What follows belongs to an exercise in optimizing a design on an open flow for small area, a short achievable clock period and few clock cycles; a production flow would make more cautious choices. RTL that was checked went through simulation tests only; none was proved equivalent to the original.

==> 08-16 <==
## fzac_coder
module fzac_coder (
    input  wire        clk,
    input  wire        rst,
    input  wire        cmd_valid,
    output wire        cmd_ready,
    input  wire [7:0]  cmd_op,
    input  wire [31:0] cmd_a0,
    input  wire [31:0] cmd_a1,
    input  wire [31:0] cmd_a2,
    output reg         rsp_valid,
    output reg  [2:0]  rsp_err,
    output reg  [31:0] rsp_res,
    output wire        out_valid,
    input  wire        out_ready,
    output wire [7:0]  out_data,
    input  wire        in_valid,
    output wire        in_ready,
    input  wire [7:0]  in_data,
    input  wire        in_end
);
    localparam [7:0] OP_NOP          = 8'h00;
    localparam [7:0] OP_SOFT_RESET   = 8'h01;
    localparam [7:0] OP_ENC_START    = 8'h10;
    localparam [7:0] OP_ENC_INTERVAL = 8'h11;
    localparam [7:0] OP_ENC_CLOSE    = 8'h12;
    localparam [7:0] OP_DEC_START    = 8'h20;
    localparam [7:0] OP_DEC_COUNT    = 8'h21;
    localparam [7:0] OP_DEC_REMOVE   = 8'h22;
    localparam [2:0] E_OK       = 3'd0;
    localparam [2:0] E_ILLEGAL  = 3'd1;
    localparam [2:0] E_PROTOCOL = 3'd2;
    localparam [2:0] E_INTERVAL = 3'd3;
    localparam [2:0] E_DESYNC   = 3'd4;
    localparam [26:0] TOP_VALUE     = 27'h7FFFFFF;
    localparam [1:0] M_IDLE = 2'd0;
  ...
Settings: LEC_CHECK=0, ABC_AREA=1, CAP_MARGIN=20, CORE_MARGIN=2, CORE_UTILIZATION=40, SLEW_MARGIN=20; clock period 13.0 ns.
standard.sh (not shown) runs the stock make flow with config.mk's settings and CLKGATE_MAP_FILE= SYNTH_SCRIPT=/design/flow/synth_recipe.tcl, a recipe that flattens the netlist after the stock synthesis.
==> flow/flow/run.sh <==
#!/bin/bash
# The standard layout, with two changes to how it is made (the SDC keeps
# the design's period and I/O constraints):
#  - ORFS timing repair aims below the clock constraint, so the achieved
#    period drops;
#  - ports are buffered with a plain buffer instead of the default delay cell.
set -uo pipefail
bash standard.sh SETUP_SLACK_MARGIN=8.8 TNS_END_PERCENT=100 \
    "BUFFER_PORTS_ARGS=-buffer_cell sky130_fd_sc_hd__buf_2" finish > make_finish.log 2>&1
==> 04-24: changes against 08-16 <==
--- a/flow/design.v
+++ b/flow/design.v
@@ -53,13 +53,12 @@
     reg [3:0]  state;
     reg [1:0]  mode;
     reg        closed;
     reg        eos;
     reg        closing;
     reg [1:0]  cop;
-    reg        fchk;          
     reg        pend;
     reg        cmd_ready_r;
     reg [7:0]  op_r;
     reg [25:0] a0r;           
     reg [27:0] a1r;           
     reg [27:0] a2r;           
@@ -225,28 +224,12 @@
             a2r <= {2'b00, cmd_a2[25:0]};
             if (cmd_valid) begin
                 pend        <= 1'b1;
                 cmd_ready_r <= 1'b0;
             end
         end
-        fchk <= 1'b0;
-        if (state == S_IDLE && !pend) begin
-            cop  <= C_DREM;
-            qh   <= rn;
-            qph  <= rn;
-            ql   <= 27'd0;
-            qpl  <= 27'd0;
-            acch <= 27'd0;
-            accl <= 25'd0;
-            cnt  <= rsteps;
-            if (cmd_ready_r && cmd_valid && cmd_op == OP_DEC_REMOVE &&
-                mode == M_DEC && !eos) begin
-                fchk  <= 1'b1;
-                state <= S_ITER;
-            end
-        end
         if (do_dec) begin
             state <= S_IDLE;
             case (op_r)
                 OP_NOP: begin
                     respond(E_OK);
                     release_cmd;
@@ -367,19 +350,14 @@
                     qh   <= qh_nx;
                     qph  <= qph_nx;
                     accl <= accl_nx;
                     ql   <= ql_nx;
                     qpl  <= qpl_nx;
                     cnt  <= cnt - 5'd1;
-                    if (fchk && !l_ok) begin
-                        respond(E_INTERVAL);
-                        release_cmd;
-                        state <= S_IDLE;
-                    end else if (cnt == 5'd1) begin
+                    if (cnt == 5'd1)
                         state <= S_FIN;
-                    end
                 end
                 S_FIN: begin
                     release_cmd;
                     case (cop)
                         C_EINT: begin
                             low   <= nl_w;
@@ -526,13 +504,12 @@
             state   <= S_IDLE;
             mode    <= M_IDLE;
             closed  <= 1'b0;
             eos     <= 1'b0;
             closing <= 1'b0;
             pend    <= 1'b0;
-            fchk    <= 1'b0;
             cmd_ready_r <= 1'b1;
             low     <= 27'd0;
             high    <= TOP_VALUE;
             value   <= 27'd0;
             btf     <= 16'd0;
             ocnt    <= 3'd0;
==> flow/flow/run.sh (replaced) <==
#!/bin/bash
# The standard layout, with two changes to how it is made (the SDC keeps
# the design's period and I/O constraints):
#  - ORFS timing repair aims below the clock constraint, so the achieved
#    period drops;
#  - ports are buffered with a plain buffer instead of the default delay cell.
set -uo pipefail
bash standard.sh SETUP_SLACK_MARGIN=8.5 TNS_END_PERCENT=100 \
    "BUFFER_PORTS_ARGS=-buffer_cell sky130_fd_sc_hd__buf_2" finish > make_finish.log 2>&1
==> 02-01: changes against 08-16 <==
--- a/flow/design.v
+++ b/flow/design.v
@@ -35,13 +35,12 @@
     localparam [1:0] M_IDLE = 2'd0;
     localparam [1:0] M_ENC  = 2'd1;
     localparam [1:0] M_DEC  = 2'd2;
     localparam [3:0] S_IDLE    = 4'd0;
     localparam [3:0] S_ITER    = 4'd1;
     localparam [3:0] S_FIN     = 4'd2;
-    localparam [3:0] S_FIN2    = 4'd3;
     localparam [3:0] S_ERENORM = 4'd4;
     localparam [3:0] S_FOLLOW  = 4'd5;
     localparam [3:0] S_DRENORM = 4'd6;
     localparam [3:0] S_PRIME   = 4'd7;
     localparam [3:0] S_CLOSE   = 4'd8;
     localparam [3:0] S_PAD     = 4'd9;
@@ -155,13 +154,14 @@
     wire bit_ok   = ib_have || nbv || in_end_r;
     wire bit_val  = ib_have ? ib[7] : (nbv ? nb[7] : 1'b0);
     wire idle_like = (state == S_IDLE) || (state == S_ERENORM && !eany);
     wire [1:0] lo_nx = (e1 || e2) ? low[25:24]  : {1'b0, low[24]};
     wire [1:0] hi_nx = (e1 || e2) ? high[25:24] : {1'b1, high[24]};
     wire eany_nx = !hi_nx[1] || lo_nx[1] || (lo_nx == 2'b01 && hi_nx == 2'b10);
-    wire eany_fin = !qh[26] || ql[26] || (ql[26:25] == 2'b01 && qh[26:25] == 2'b10);
+    wire eany_fin = !nh_w[26] || nl_w[26] || (nl_w[26:25] == 2'b01 && nh_w[26:25] == 2'b10);
+    wire desync   = (vcnt <= {1'b0, ql}) || (vcnt > qh);
     wire do_dec = idle_like && pend;
     task put_bit(input b);
         begin
             if (put_full) begin
                 obuf   <= {oacc, b};
                 obuf_v <= 1'b1;
@@ -390,33 +390,28 @@
                             rsp_valid <= 1'b1;
                             rsp_err   <= E_OK;
                             rsp_res   <= {7'd0, qh[24:0] - {24'd0, (acch == 27'd0)}};
                             state     <= S_IDLE;
                         end
                         default: begin
-                            ql    <= nl_w;
-                            qh    <= {1'b0, nh_w};
-                            state <= S_FIN2;
+                            if (desync) begin
+                                respond(E_DESYNC);
+                                state <= S_IDLE;
+                            end else begin
+                                low   <= nl_w;
+                                high  <= nh_w;
+                                if (eany_fin) begin
+                                    state <= S_DRENORM;
+                                end else begin
+                                    respond(E_OK);
+                                    state <= S_IDLE;
+                                end
+                            end
                         end
                     endcase
                 end
-                S_FIN2: begin
-                    if (value < ql || value > qh[26:0]) begin
-                        respond(E_DESYNC);
-                        state <= S_IDLE;
-                    end else begin
-                        low   <= ql;
-                        high  <= qh[26:0];
-                        if (eany_fin) begin
-                            state <= S_DRENORM;
-                        end else begin
-                            respond(E_OK);
-                            state <= S_IDLE;
-                        end
-                    end
-                end
                 S_ERENORM: begin
                     if (e1 || e2) begin
                         if (can_put) begin
                             put_bit(e2);
                             fbit <= !e2;
                             low  <= {low[25:0], 1'b0};
==> flow/flow/run.sh (replaced) <==
#!/bin/bash
# The standard layout, with two changes to how it is made (the SDC keeps
# the design's period and I/O constraints):
#  - ORFS timing repair aims below the clock constraint, so the achieved
#    period drops;
#  - ports are buffered with a plain buffer instead of the default delay cell.
set -uo pipefail
bash standard.sh SETUP_SLACK_MARGIN=8.5 TNS_END_PERCENT=100 \
    "BUFFER_PORTS_ARGS=-buffer_cell sky130_fd_sc_hd__buf_2" finish > make_finish.log 2>&1
==> comparison table <==
Run status: 04-24 complete, no violations; 02-01 complete, no violations; 08-16 complete, no violations
Share of the synthesized area in compound gates (AO/OA/AOI/OAI): 04-24 18.9%; 02-01 22.4%; 08-16 21.7%
Post-DP Area: 04-24 45600 um^2; 02-01 47800 um^2; 08-16 49000 um^2
Number of stages on the worst setup path: 04-24 18; 02-01 30; 08-16 15
Number of clock sinks: 04-24 449; 02-01 450; 08-16 450
Total Routed Length: 04-24 177 mm; 02-01 194 mm; 08-16 201 mm
Clock latency of the later-clocked register in the worst-skew pair: 04-24 0.71 ns; 02-01 0.73 ns; 08-16 0.74 ns
Crit path top cell by count: 04-24 nand2_1; 02-01 inv_2; 08-16 o21ai_0
Post-synth EDFFs: 04-24 268; 02-01 101; 08-16 101
Average routed wire per standard cell: 04-24 23.4 um; 02-01 22.6 um; 08-16 23.0 um
Master of the slowest instance on the critical path: 04-24 o211ai_1; 02-01 o32ai_2; 08-16 inv_2
Non-clock inverter count: 04-24 855; 02-01 1072; 08-16 989
Routed length on met2: 04-24 74.8 mm; 02-01 84.6 mm; 08-16 83.5 mm
Testbench counts of 08-16, summed over its fixed seeds: cycles 360,657.
Testbench counts of 04-24, summed over its fixed seeds: cycles 365,057.
Testbench counts of 02-01, summed over its fixed seeds: cycles 356,430.

* * *

==> inputs of run G <==
fzac_coder, a different RTL version from the one above (not shown whole).
==> flow/config.mk <==
export PLATFORM = sky130hd
export DESIGN_NAME = fzac_coder
export DESIGN_NICKNAME = fzac_coder
export VERILOG_FILES = /design/flow/design.v
export SDC_FILE = /design/flow/constraint.sdc
export NUM_CORES = 4
export LEC_CHECK = 0
export ABC_AREA = 1
export CAP_MARGIN = 20
export CORE_MARGIN = 2
export CORE_UTILIZATION = 40
export SLEW_MARGIN = 20
==> flow/constraint.sdc <==
create_clock -name core_clock -period 13.0 [get_ports {clk}]
set_input_delay 2.6000 -clock core_clock [delete_from_list [all_inputs] [get_ports {clk}]]
set_output_delay 2.6000 -clock core_clock [all_outputs]
set_load 0.01 [all_outputs]
==> flow/flow/run.sh <==
#!/bin/bash
# The standard layout, with ORFS timing repair aimed below the clock
# constraint (the SDC keeps the design's period) so the achieved period drops.
set -uo pipefail
MARGIN=8.5
bash standard.sh SETUP_SLACK_MARGIN=$MARGIN TNS_END_PERCENT=100 finish > make_finish.log 2>&1
==> run B (differences from run G) <==
--- a/flow/design.v
+++ b/flow/design.v
@@ -49,28 +49,27 @@
     localparam [3:0] S_RWAIT   = 4'd12;
     localparam [1:0] C_EINT = 2'd0;
     localparam [1:0] C_DCNT = 2'd1;
     localparam [1:0] C_DREM = 2'd2;
     reg [3:0]  state;
     reg [1:0]  mode;
     reg        closed;
     reg        eos;
-    reg        closing;
     reg        ren;           
     reg        rfol;          
     reg [1:0]  cop;
     reg        pend;
     reg        cmd_ready_r;
     reg [7:0]  op_r;
     reg [25:0] a0r;           
     reg [27:0] a1r;           
     reg [27:0] a2r;           
     reg        f0, f1, f2;    
-    reg [26:0] low, high, value;
+    reg [26:0] lowm, high, value;
     reg [15:0] btf;
     reg        fbit;
     reg [6:0]  oacc;
     reg [2:0]  ocnt;
     reg [7:0]  obuf;
     reg        obuf_v;
     reg [7:0]  ib;
     reg [3:0]  icnt;
@@ -87,18 +86,25 @@
     reg [4:0]  cnt;
     assign cmd_ready = cmd_ready_r;
     assign out_valid = obuf_v;
     assign out_data  = obuf;
     assign in_ready  = in_ready_r;
     wire l_ok = !f0 && !f1 && !f2 && (a0r < a1r[25:0]) && (a1r[25:0] <= a2r[25:0]) &&
                 (a2r[25:0] <= 26'h2000000);
     wire t_ok = !f2 && (a2r[25:0] != 26'd0) && (a2r[25:0] <= 26'h2000000);
-    wire [27:0] range = {1'b0, high} - {1'b0, low} + 28'd1;
-    wire [27:0] vcnt  = {1'b0, value} - {1'b0, low} + 28'd1;
+    wire        low0  = &lowm;                        
+    wire        ph_dec  = (state == S_IDLE);
+    wire        ph_fin2 = (state == S_FIN2);
+    wire [27:0] add_y   = ph_fin2 ? {1'b1, ~value} : ph_dec ? ~{low0, lowm} : {low0, lowm};
+    wire        add_c   = ph_dec || ph_fin2;
+    wire [27:0] add1    = {1'b0, ph_dec ? high  : qh[26:0]} + add_y + {27'd0, add_c};
+    wire [27:0] add2    = {1'b0, ph_dec ? value : ql[26:0]} + add_y + {27'd0, add_c};
+    wire [27:0] range   = add1;
+    wire [27:0] vcnt    = add2;
     wire [27:0] t0  = (op_r == OP_DEC_COUNT) ? {2'b00, a2r[25:0]} : range;
     wire        z16 = (t0[27:12] == 16'd0);
     wire [27:0] t1  = z16 ? {t0[11:0], 16'd0} : t0;
     wire        z8  = (t1[27:20] == 8'd0);
     wire [27:0] t2  = z8 ? {t1[19:0], 8'd0} : t1;
     wire        z4  = (t2[27:24] == 4'd0);
     wire [27:0] t3  = z4 ? {t2[23:0], 4'd0} : t2;
     wire        z2  = (t3[27:26] == 2'd0);
@@ -134,36 +140,45 @@
     wire [27:0] vl2 = (al & bl) | (al & ne2) | (bl & ne2);
     wire [27:0] xl1 = ul1 + {vl1[26:0], 1'b1};
     wire [27:0] xl2 = ul2 + {vl2[26:0], 1'b1};
     wire        dl2  = !xl2[27];
     wire        dl1  = !xl1[27];
     wire [24:0] accl_nx = dl2 ? xl2[24:0] : dl1 ? xl1[24:0] : sl[24:0];
     wire [26:0] ql_nx   = {dl2 ? qpl[25:0] : ql[25:0], dl1 && !dl2};
     wire [26:0] qpl_nx  = {(dl1 || dl2) ? qpl[25:0] : ql[25:0], !(dl1 && !dl2)};
-    wire [26:0] nl_w = low + ql;
-    wire [27:0] nh_full = {1'b0, low} + qh - 28'd1;
-    wire [26:0] nh_w = nh_full[26:0];
+    wire [26:0] nl_w = add2[26:0];
+    wire [26:0] nh_w = add1[26:0];
+    function [1:0] lge(input [26:0] lm);
+        begin
+            lge[1] = (lm[26] | (&lm[25:0])) & !(&lm);
+            lge[0] = (lm[26] | lm[25] | (&lm[24:0])) & !(&lm);
+        end
+    endfunction
+    wire [1:0] lo_ge = lge(lowm);
     wire e1 = !high[26];
-    wire e2 = low[26];
-    wire e3 = (low[26:25] == 2'b01) && (high[26:25] == 2'b10);
+    wire e2 = lo_ge[1];
+    wire e3 = lo_ge[0] && !lo_ge[1] && (high[26:25] == 2'b10);
     wire eany = e1 || e2 || e3;
     wire put_full = (ocnt == 3'd7);
     wire can_put  = !put_full || !obuf_v;
     wire ib_have  = (icnt != 4'd0);
     wire bit_ok   = ib_have || nbv || in_end_r;
     wire bit_val  = ib_have ? ib[7] : (nbv ? nb[7] : 1'b0);
     wire ren_go    = ren && !(state == S_IDLE && pend && op_r == OP_ENC_INTERVAL);
     wire ren_shift = ren_go && !rfol && (((e1 || e2) && can_put) || (!e1 && !e2 && e3));
     wire idle_like = (state == S_IDLE) &&
                      !(ren && (op_r == OP_ENC_CLOSE || op_r == OP_SOFT_RESET));
-    wire [1:0] lo_nx = (e1 || e2) ? low[25:24]  : {1'b0, low[24]};
-    wire [1:0] hi_nx = (e1 || e2) ? high[25:24] : {1'b1, high[24]};
-    wire eany_nx = !hi_nx[1] || lo_nx[1] || (lo_nx == 2'b01 && hi_nx == 2'b10);
-    wire eany_fin = !qh[26] || ql[26] || (ql[26:25] == 2'b01 && qh[26:25] == 2'b10);
+    wire [26:0] lowm_sh = {lowm[25:0], 1'b1};                  
+    wire [26:0] lowm_e3 = {~lowm[25], lowm[24:0], 1'b1};       
+    wire [1:0]  lo_nx = lge((e1 || e2) ? lowm_sh : lowm_e3);
+    wire [1:0]  hi_nx = (e1 || e2) ? high[25:24] : {1'b1, high[24]};
+    wire eany_nx = !hi_nx[1] || lo_nx[1] || (lo_nx[0] && hi_nx == 2'b10);
+    wire [1:0]  lo_fin = lge(ql[26:0]);
+    wire eany_fin = !qh[26] || lo_fin[1] || (lo_fin[0] && qh[26:25] == 2'b10);
     wire do_dec = idle_like && pend;
     task put_bit(input b);
         begin
             if (put_full) begin
                 obuf   <= {oacc, b};
                 obuf_v <= 1'b1;
                 ocnt   <= 3'd0;
                 oacc   <= 7'd0;
@@ -229,25 +244,24 @@
             nbv <= 1'b1;
             in_ready_r <= 1'b0;
         end
         if (rst) begin
             state   <= S_IDLE;
             mode    <= M_IDLE;
             closed  <= 1'b0;
             eos     <= 1'b0;
-            closing <= 1'b0;
             ren     <= 1'b0;
             rfol    <= 1'b0;
             cop     <= C_EINT;
             pend    <= 1'b0;
             cmd_ready_r <= 1'b1;
             a1r     <= 28'd0;
             a2r     <= 28'd0;
-            low     <= 27'd0;
+            lowm    <= 27'h7FFFFFF;
             high    <= TOP_VALUE;
             value   <= 27'd0;
             btf     <= 16'd0;
             fbit    <= 1'b0;
             oacc    <= 7'd0;
             ocnt    <= 3'd0;
             obuf    <= 8'd0;
             obuf_v  <= 1'b0;
@@ -283,24 +297,24 @@
                         btf <= btf - 16'd1;
                         if (btf == 16'd1)
                             rfol <= 1'b0;
                     end
                 end else if (e1 || e2) begin
                     if (can_put) begin
                         put_bit(e2);
                         fbit <= !e2;
-                        low  <= {low[25:0], 1'b0};
+                        lowm <= lowm_sh;
                         high <= {high[25:0], 1'b1};
                         if (btf != 16'd0)
                             rfol <= 1'b1;
                     end
                 end else if (e3) begin
                     btf  <= btf + 16'd1;
-                    low  <= {1'b0, low[24:0], 1'b0};
+                    lowm <= lowm_e3;
                     high <= {1'b1, high[24:0], 1'b1};
                 end else begin
                     ren <= 1'b0;
                 end
             end
             if (do_dec) begin
                 state <= S_IDLE;
                 case (op_r)
@@ -315,30 +329,30 @@
                     OP_ENC_START: begin
                         release_cmd;
                         if (mode != M_IDLE) begin
                             respond(E_PROTOCOL);
                         end else begin
                             respond(E_OK);
                             mode   <= M_ENC;
                             closed <= 1'b0;
-                            low    <= 27'd0;
+                            lowm   <= 27'h7FFFFFF;
                             high   <= TOP_VALUE;
                             btf    <= 16'd0;
                             oacc   <= 7'd0;
                             ocnt   <= 3'd0;
                         end
                     end
                     OP_DEC_START: begin
                         release_cmd;
                         if (mode != M_IDLE) begin
                             respond(E_PROTOCOL);
                         end else begin
                             mode  <= M_DEC;
-                            low   <= 27'd0;
+                            lowm  <= 27'h7FFFFFF;
                             high  <= TOP_VALUE;
                             value <= 27'd0;
                             vbits <= 5'd27;
                             eos   <= 1'b0;
                             icnt  <= 4'd0;
                             if (!(in_valid && in_ready_r)) begin
                                 nbv        <= 1'b0;
                                 in_ready_r <= 1'b1;
@@ -366,17 +380,16 @@
                         end
                     end
                     OP_ENC_CLOSE: begin
                         release_cmd;
                         if (mode != M_ENC || closed) begin
                             respond(E_PROTOCOL);
                         end else begin
                             btf     <= btf + 16'd1;
-                            closing <= 1'b1;
                             state   <= S_CLOSE;
                         end
                     end
                     OP_DEC_COUNT: begin
                         if (mode != M_DEC || eos) begin
                             respond(E_PROTOCOL); release_cmd;
                         end else if (!t_ok) begin
                             respond(E_INTERVAL); release_cmd;
@@ -445,40 +458,40 @@
                             end else begin
                                 state <= S_ITER;
                             end
                         end
                     end
                     S_FIN: begin
                         case (cop)
                             C_EINT: begin
-                                low   <= nl_w;
+                                lowm  <= nl_w;
                                 high  <= nh_w;
                                 ren   <= 1'b1;
                                 state <= S_IDLE;
                             end
                             C_DCNT: begin
                                 rsp_valid <= 1'b1;
                                 rsp_err   <= E_OK;
-                                rsp_res   <= {4'd0, qh - {27'd0, (acch == 27'd0)}};
+                                rsp_res   <= {7'd0, qh[24:0] - {24'd0, (acch == 27'd0)}};
                                 state     <= S_IDLE;
                             end
                             default: begin
                                 ql    <= nl_w;
                                 qh    <= {1'b0, nh_w};
                                 state <= S_FIN2;
                             end
                         endcase
                     end
                     S_FIN2: begin
-                        if (value < ql || value > qh[26:0]) begin
+                        if ((!add2[27] && !(&ql[26:0])) || add1[27]) begin
                             respond(E_DESYNC);
                             state <= S_IDLE;
                         end else begin
-                            low   <= ql;
+                            lowm  <= ql[26:0];
                             high  <= qh[26:0];
                             if (eany_fin) begin
                                 state <= S_DRENORM;
                             end else begin
                                 respond(E_OK);
                                 state <= S_IDLE;
                             end
                         end
@@ -490,18 +503,18 @@
                             put_bit(fbit);
                             btf <= btf - 16'd1;
                             if (btf == 16'd1)
                                 state <= S_PAD;
                         end
                     end
                     S_CLOSE: begin
                         if (can_put) begin
-                            put_bit(low[26] | low[25]);
-                            fbit  <= !(low[26] | low[25]);
+                            put_bit(lo_ge[0]);
+                            fbit  <= !lo_ge[0];
                             state <= S_FOLLOW;
                         end
                     end
                     S_PAD: begin
                         if (ocnt == 3'd0) begin
                             state <= S_CDRAIN;
                         end else if (!obuf_v) begin
                             obuf   <= {oacc, 1'b0} << (3'd7 - ocnt);
@@ -509,28 +522,26 @@
                             oacc   <= 7'd0;
                             ocnt   <= 3'd0;
                             state  <= S_CDRAIN;
                         end
                     end
                     S_CDRAIN: begin
                         if (!obuf_v) begin
                             closed  <= 1'b1;
-                            closing <= 1'b0;
                             respond(E_OK);
                             state   <= S_IDLE;
                         end
                     end
                     S_SDRAIN: begin
                         if (!obuf_v) begin
                             mode    <= M_IDLE;
                             closed  <= 1'b0;
-                            closing <= 1'b0;
                             eos     <= 1'b0;
-                            low     <= 27'd0;
+                            lowm    <= 27'h7FFFFFF;
                             high    <= TOP_VALUE;
                             value   <= 27'd0;
                             btf     <= 16'd0;
                             oacc    <= 7'd0;
                             ocnt    <= 3'd0;
                             icnt    <= 4'd0;
                             nbv     <= 1'b0;
                             in_ready_r <= 1'b1;
@@ -553,21 +564,21 @@
                     end
                     S_DRENORM: begin
                         if (bit_ok) begin
                             if (!eany_nx) begin
                                 respond(E_OK);
                                 state <= S_IDLE;
                             end
                             if (e1 || e2) begin
-                                low   <= {low[25:0], 1'b0};
+                                lowm  <= lowm_sh;
                                 high  <= {high[25:0], 1'b1};
                                 value <= {value[25:0], bit_val};
                             end else begin
-                                low   <= {1'b0, low[24:0], 1'b0};
+                                lowm  <= lowm_e3;
                                 high  <= {1'b1, high[24:0], 1'b1};
                                 value <= {value[26], value[24:0], bit_val};
                             end
                             take_bit;
                             if (!ib_have && nbv) in_ready_r <= 1'b1;
                         end
                     end
                     default: state <= S_IDLE;
==> run C (differences from run G) <==
--- a/flow/design.v
+++ b/flow/design.v
@@ -34,34 +34,32 @@
     localparam [26:0] TOP_VALUE     = 27'h7FFFFFF;
     localparam [1:0] M_IDLE = 2'd0;
     localparam [1:0] M_ENC  = 2'd1;
     localparam [1:0] M_DEC  = 2'd2;
     localparam [3:0] S_IDLE    = 4'd0;
     localparam [3:0] S_ITER    = 4'd1;
     localparam [3:0] S_FIN     = 4'd2;
     localparam [3:0] S_FIN2    = 4'd3;
+    localparam [3:0] S_ERENORM = 4'd4;
     localparam [3:0] S_FOLLOW  = 4'd5;
     localparam [3:0] S_DRENORM = 4'd6;
     localparam [3:0] S_PRIME   = 4'd7;
     localparam [3:0] S_CLOSE   = 4'd8;
     localparam [3:0] S_PAD     = 4'd9;
     localparam [3:0] S_CDRAIN  = 4'd10;
     localparam [3:0] S_SDRAIN  = 4'd11;
-    localparam [3:0] S_RWAIT   = 4'd12;
     localparam [1:0] C_EINT = 2'd0;
     localparam [1:0] C_DCNT = 2'd1;
     localparam [1:0] C_DREM = 2'd2;
     reg [3:0]  state;
     reg [1:0]  mode;
     reg        closed;
     reg        eos;
     reg        closing;
-    reg        ren;           
-    reg        rfol;          
     reg [1:0]  cop;
     reg        pend;
     reg        cmd_ready_r;
     reg [7:0]  op_r;
     reg [25:0] a0r;           
     reg [27:0] a1r;           
     reg [27:0] a2r;           
     reg        f0, f1, f2;    
@@ -89,28 +87,32 @@
     assign out_valid = obuf_v;
     assign out_data  = obuf;
     assign in_ready  = in_ready_r;
     wire l_ok = !f0 && !f1 && !f2 && (a0r < a1r[25:0]) && (a1r[25:0] <= a2r[25:0]) &&
                 (a2r[25:0] <= 26'h2000000);
     wire t_ok = !f2 && (a2r[25:0] != 26'd0) && (a2r[25:0] <= 26'h2000000);
     wire [27:0] range = {1'b0, high} - {1'b0, low} + 28'd1;
     wire [27:0] vcnt  = {1'b0, value} - {1'b0, low} + 28'd1;
-    wire [27:0] t0  = (op_r == OP_DEC_COUNT) ? {2'b00, a2r[25:0]} : range;
+    wire [27:0] t0  = {2'b00, a2r[25:0]};
     wire        z16 = (t0[27:12] == 16'd0);
     wire [27:0] t1  = z16 ? {t0[11:0], 16'd0} : t0;
     wire        z8  = (t1[27:20] == 8'd0);
     wire [27:0] t2  = z8 ? {t1[19:0], 8'd0} : t1;
     wire        z4  = (t2[27:24] == 4'd0);
     wire [27:0] t3  = z4 ? {t2[23:0], 4'd0} : t2;
     wire        z2  = (t3[27:26] == 2'd0);
     wire [27:0] t4  = z2 ? {t3[25:0], 2'd0} : t3;
     wire        z1  = !t4[27];
     wire [27:0] tn  = z1 ? {t4[26:0], 1'b0} : t4;
     wire [4:0]  tsteps = 5'd28 - {z16, z8, z4, z2, z1};
+    wire        rz2 = (range[27:26] == 2'd0);
+    wire        rz1 = !range[27] && range[26];
+    wire [27:0] rn  = rz2 ? {range[25:0], 2'd0} : rz1 ? {range[26:0], 1'b0} : range;
+    wire [4:0]  rsteps = rz2 ? 5'd26 : rz1 ? 5'd27 : 5'd28;
     wire        mbit = qh[27];
     wire [29:0] ah  = {2'b00, acch, 1'b0};
     wire [29:0] bh  = mbit ? {2'b00, a1r} : 30'd0;
     wire [29:0] nd1 = ~{2'b00, a2r};
     wire [29:0] nd2 = ~{1'b0, a2r, 1'b0};
     wire [29:0] sh  = ah + bh;
     wire [29:0] uh1 = ah ^ bh ^ nd1;
     wire [29:0] vh1 = (ah & bh) | (ah & nd1) | (bh & nd1);
@@ -146,20 +148,18 @@
     wire e2 = low[26];
     wire e3 = (low[26:25] == 2'b01) && (high[26:25] == 2'b10);
     wire eany = e1 || e2 || e3;
     wire put_full = (ocnt == 3'd7);
     wire can_put  = !put_full || !obuf_v;
     wire ib_have  = (icnt != 4'd0);
     wire bit_ok   = ib_have || nbv || in_end_r;
     wire bit_val  = ib_have ? ib[7] : (nbv ? nb[7] : 1'b0);
-    wire ren_go    = ren && !(state == S_IDLE && pend && op_r == OP_ENC_INTERVAL);
-    wire ren_shift = ren_go && !rfol && (((e1 || e2) && can_put) || (!e1 && !e2 && e3));
-    wire idle_like = (state == S_IDLE) &&
-                     !(ren && (op_r == OP_ENC_CLOSE || op_r == OP_SOFT_RESET));
+    wire bit_virt = !ib_have && !nbv;
+    wire idle_like = (state == S_IDLE) || (state == S_ERENORM && !eany);
     wire [1:0] lo_nx = (e1 || e2) ? low[25:24]  : {1'b0, low[24]};
     wire [1:0] hi_nx = (e1 || e2) ? high[25:24] : {1'b1, high[24]};
     wire eany_nx = !hi_nx[1] || lo_nx[1] || (lo_nx == 2'b01 && hi_nx == 2'b10);
     wire eany_fin = !qh[26] || ql[26] || (ql[26:25] == 2'b01 && qh[26:25] == 2'b10);
     wire do_dec = idle_like && pend;
     task put_bit(input b);
         begin
             if (put_full) begin
@@ -230,18 +230,16 @@
             in_ready_r <= 1'b0;
         end
         if (rst) begin
             state   <= S_IDLE;
             mode    <= M_IDLE;
             closed  <= 1'b0;
             eos     <= 1'b0;
             closing <= 1'b0;
-            ren     <= 1'b0;
-            rfol    <= 1'b0;
             cop     <= C_EINT;
             pend    <= 1'b0;
             cmd_ready_r <= 1'b1;
             a1r     <= 28'd0;
             a2r     <= 28'd0;
             low     <= 27'd0;
             high    <= TOP_VALUE;
             value   <= 27'd0;
@@ -271,41 +269,16 @@
             if (cmd_ready_r) begin
                 a1r <= {2'b00, cmd_a1[25:0]};
                 a2r <= {2'b00, cmd_a2[25:0]};
                 if (cmd_valid) begin
                     pend        <= 1'b1;
                     cmd_ready_r <= 1'b0;
                 end
             end
-            if (ren_go) begin
-                if (rfol) begin
-                    if (can_put) begin
-                        put_bit(fbit);
-                        btf <= btf - 16'd1;
-                        if (btf == 16'd1)
-                            rfol <= 1'b0;
-                    end
-                end else if (e1 || e2) begin
-                    if (can_put) begin
-                        put_bit(e2);
-                        fbit <= !e2;
-                        low  <= {low[25:0], 1'b0};
-                        high <= {high[25:0], 1'b1};
-                        if (btf != 16'd0)
-                            rfol <= 1'b1;
-                    end
-                end else if (e3) begin
-                    btf  <= btf + 16'd1;
-                    low  <= {1'b0, low[24:0], 1'b0};
-                    high <= {1'b1, high[24:0], 1'b1};
-                end else begin
-                    ren <= 1'b0;
-                end
-            end
             if (do_dec) begin
                 state <= S_IDLE;
                 case (op_r)
                     OP_NOP: begin
                         respond(E_OK);
                         release_cmd;
                     end
                     OP_SOFT_RESET: begin
@@ -350,23 +323,23 @@
                     OP_ENC_INTERVAL: begin
                         if (mode != M_ENC || closed) begin
                             respond(E_PROTOCOL); release_cmd;
                         end else if (!l_ok) begin
                             respond(E_INTERVAL); release_cmd;
                         end else begin
                             respond(E_OK);
                             cop   <= C_EINT;
-                            qh    <= tn;
-                            qph   <= tn;
+                            qh    <= rn;
+                            qph   <= rn;
                             ql    <= 27'd0;
                             qpl   <= 27'd0;
                             acch  <= 27'd0;
                             accl  <= 25'd0;
-                            cnt   <= tsteps;
+                            cnt   <= rsteps;
                             state <= S_ITER;
                         end
                     end
                     OP_ENC_CLOSE: begin
                         release_cmd;
                         if (mode != M_ENC || closed) begin
                             respond(E_PROTOCOL);
                         end else begin
@@ -396,23 +369,23 @@
                     end
                     OP_DEC_REMOVE: begin
                         if (mode != M_DEC || eos) begin
                             respond(E_PROTOCOL); release_cmd;
                         end else if (!l_ok) begin
                             respond(E_INTERVAL); release_cmd;
                         end else begin
                             cop   <= C_DREM;
-                            qh    <= tn;
-                            qph   <= tn;
+                            qh    <= rn;
+                            qph   <= rn;
                             ql    <= 27'd0;
                             qpl   <= 27'd0;
                             acch  <= 27'd0;
                             accl  <= 25'd0;
-                            cnt   <= tsteps;
+                            cnt   <= rsteps;
                             state <= S_ITER;
                         end
                     end
                     default: begin
                         respond(E_ILLEGAL);
                         release_cmd;
                     end
                 endcase
@@ -421,44 +394,27 @@
                     S_IDLE: ;
                     S_ITER: begin
                         acch <= acch_nx;
                         qh   <= qh_nx;
                         qph  <= qph_nx;
                         accl <= accl_nx;
                         ql   <= ql_nx;
                         qpl  <= qpl_nx;
-                        cnt  <= cnt - {4'd0, !ren_shift};
-                        if (cnt == 5'd1 && !ren_shift) begin
-                            if (ren) begin
-                                state <= S_RWAIT;
-                            end else begin
-                                release_cmd;
-                                state <= S_FIN;
-                            end
-                        end
-                    end
-                    S_RWAIT: begin
-                        cnt <= cnt + {4'd0, ren_shift};
-                        if (!ren) begin
-                            if (cnt == 5'd0) begin
-                                release_cmd;
-                                state <= S_FIN;
-                            end else begin
-                                state <= S_ITER;
-                            end
-                        end
+                        cnt  <= cnt - 5'd1;
+                        if (cnt == 5'd1)
+                            state <= S_FIN;
                     end
                     S_FIN: begin
+                        release_cmd;
                         case (cop)
                             C_EINT: begin
                                 low   <= nl_w;
                                 high  <= nh_w;
-                                ren   <= 1'b1;
-                                state <= S_IDLE;
+                                state <= S_ERENORM;
                             end
                             C_DCNT: begin
                                 rsp_valid <= 1'b1;
                                 rsp_err   <= E_OK;
                                 rsp_res   <= {4'd0, qh - {27'd0, (acch == 27'd0)}};
                                 state     <= S_IDLE;
                             end
                             default: begin
@@ -478,24 +434,42 @@
                             if (eany_fin) begin
                                 state <= S_DRENORM;
                             end else begin
                                 respond(E_OK);
                                 state <= S_IDLE;
                             end
                         end
                     end
+                    S_ERENORM: begin
+                        if (e1 || e2) begin
+                            if (can_put) begin
+                                put_bit(e2);
+                                fbit <= !e2;
+                                low  <= {low[25:0], 1'b0};
+                                high <= {high[25:0], 1'b1};
+                                if (btf != 16'd0)
+                                    state <= S_FOLLOW;
+                            end
+                        end else if (e3) begin
+                            btf  <= btf + 16'd1;
+                            low  <= {1'b0, low[24:0], 1'b0};
+                            high <= {1'b1, high[24:0], 1'b1};
+                        end else begin
+                            state <= S_IDLE;
+                        end
+                    end
                     S_FOLLOW: begin
                         if (btf == 16'd0) begin
-                            state <= S_PAD;
+                            state <= closing ? S_PAD : S_ERENORM;
                         end else if (can_put) begin
                             put_bit(fbit);
                             btf <= btf - 16'd1;
                             if (btf == 16'd1)
-                                state <= S_PAD;
+                                state <= closing ? S_PAD : S_ERENORM;
                         end
                     end
                     S_CLOSE: begin
                         if (can_put) begin
                             put_bit(low[26] | low[25]);
                             fbit  <= !(low[26] | low[25]);
                             state <= S_FOLLOW;
                         end
==> flow/flow/run.sh (replaced) <==
#!/bin/bash
# The standard layout, with ORFS timing repair aimed below the clock
# constraint (the SDC keeps the design's period) so the achieved period drops.
set -uo pipefail
MARGIN=9.0
bash standard.sh SETUP_SLACK_MARGIN=$MARGIN TNS_END_PERCENT=100 finish > make_finish.log 2>&1
==> flow/config.mk (replaced) <==
export PLATFORM = sky130hd
export DESIGN_NAME = fzac_coder
export DESIGN_NICKNAME = fzac_coder
export VERILOG_FILES = /design/flow/design.v
export SDC_FILE = /design/flow/constraint.sdc
export NUM_CORES = 4
export LEC_CHECK = 0
export CAP_MARGIN = 20
export CORE_MARGIN = 2
export CORE_UTILIZATION = 40
export SLEW_MARGIN = 20
==> run notes <==
Clock skew: run B > run G > run C.
Run G finished with timing, DRC and antenna clean. Run B finished clean. Run C produced a clean layout.
Of run G and run C, run G has the higher final cell count (gap 20%, measured against run C).
Die area, lowest first: run C, run B, run G.
The highest via count belongs to run B, the lowest to run C.
==> figures <==
|  | run B | run C | run G |
|---|---|---|---|
| Floorplan die width | 335 um | 332 um | 343 um |
| Via density per instance | 5.98 | 6.28 | 5.76 |
| CTS clk-pin slew, worst paths | 0.07 ns | 0.06 ns | 0.06 ns |
| Summed instance area of the synthesized netlist | 0.0437 mm2 | 0.0431 mm2 | 0.0461 mm2 |
| Final clock period utilization by the worst path | 0.424 | 0.335 | 0.364 |
| CP peak stage delay | 0.51 ns | 0.56 ns | 0.36 ns |
| Outcome | complete, no violations | complete, no violations | complete, no violations |
| Latest clock arrival within the worst-skew pair | 0.71 ns | 0.70 ns | 0.70 ns |
| Least setup slack across all paths after layout | 7.49 ns | 8.65 ns | 8.27 ns |
| Total detailed-routing wirelength | 215 mm | 189 mm | 205 mm |
Testbench counts of run G, summed over its fixed seeds: cycles 341,846.
Function not checked in run B and run C: the RTL went through the layout flow alone.

[what the ideal ports hide]
The results above use ideal ports. As a check the final layouts listed here were re-extracted and re-timed, cells and wires unchanged. Step 1: set_driving_cell puts a clkbuf_16 on clk and a buf_2 on each other input, an assumption about the parent block. Step 2, shift: input delay + t, output delay - t, t = (earliest + latest rising clock arrival at the registers) / 2. This alone moves slack from input paths to output paths. Three values: no drivers, after step 1, after step 2; two values: the first two.
run | shift t [ns] | slack for setup (ns) | clock arrival spread, ns | slew at the worst register clock pin (ns) | cell pins on the clock port's net
08-16 | 0.789 | 8.750 / 8.750 / 8.750 | 0.049 / 0.050 | 0.07 / 0.07 | 1
04-24 | 0.764 | 8.606 / 8.606 / 8.606 | 0.049 / 0.048 | 0.07 / 0.07 | 1
02-01 | 0.783 | 8.054 / 8.054 / 8.054 | 0.061 / 0.061 | 0.07 / 0.07 | 1
run G | 0.762 | 8.268 / 8.268 / 7.930 | 0.032 / 0.032 | 0.07 / 0.07 | 1
run B | 0.760 | 7.487 / 7.487 / 7.487 | 0.038 / 0.039 | 0.07 / 0.07 | 1
run C | 0.767 | 8.645 / 8.645 / 8.245 | 0.020 / 0.020 | 0.07 / 0.07 | 1
After both steps every run listed still meets setup and hold. The setup slack of run C, which loses most, moves by 0.000 ns with the drivers and by -0.400 ns with both steps.
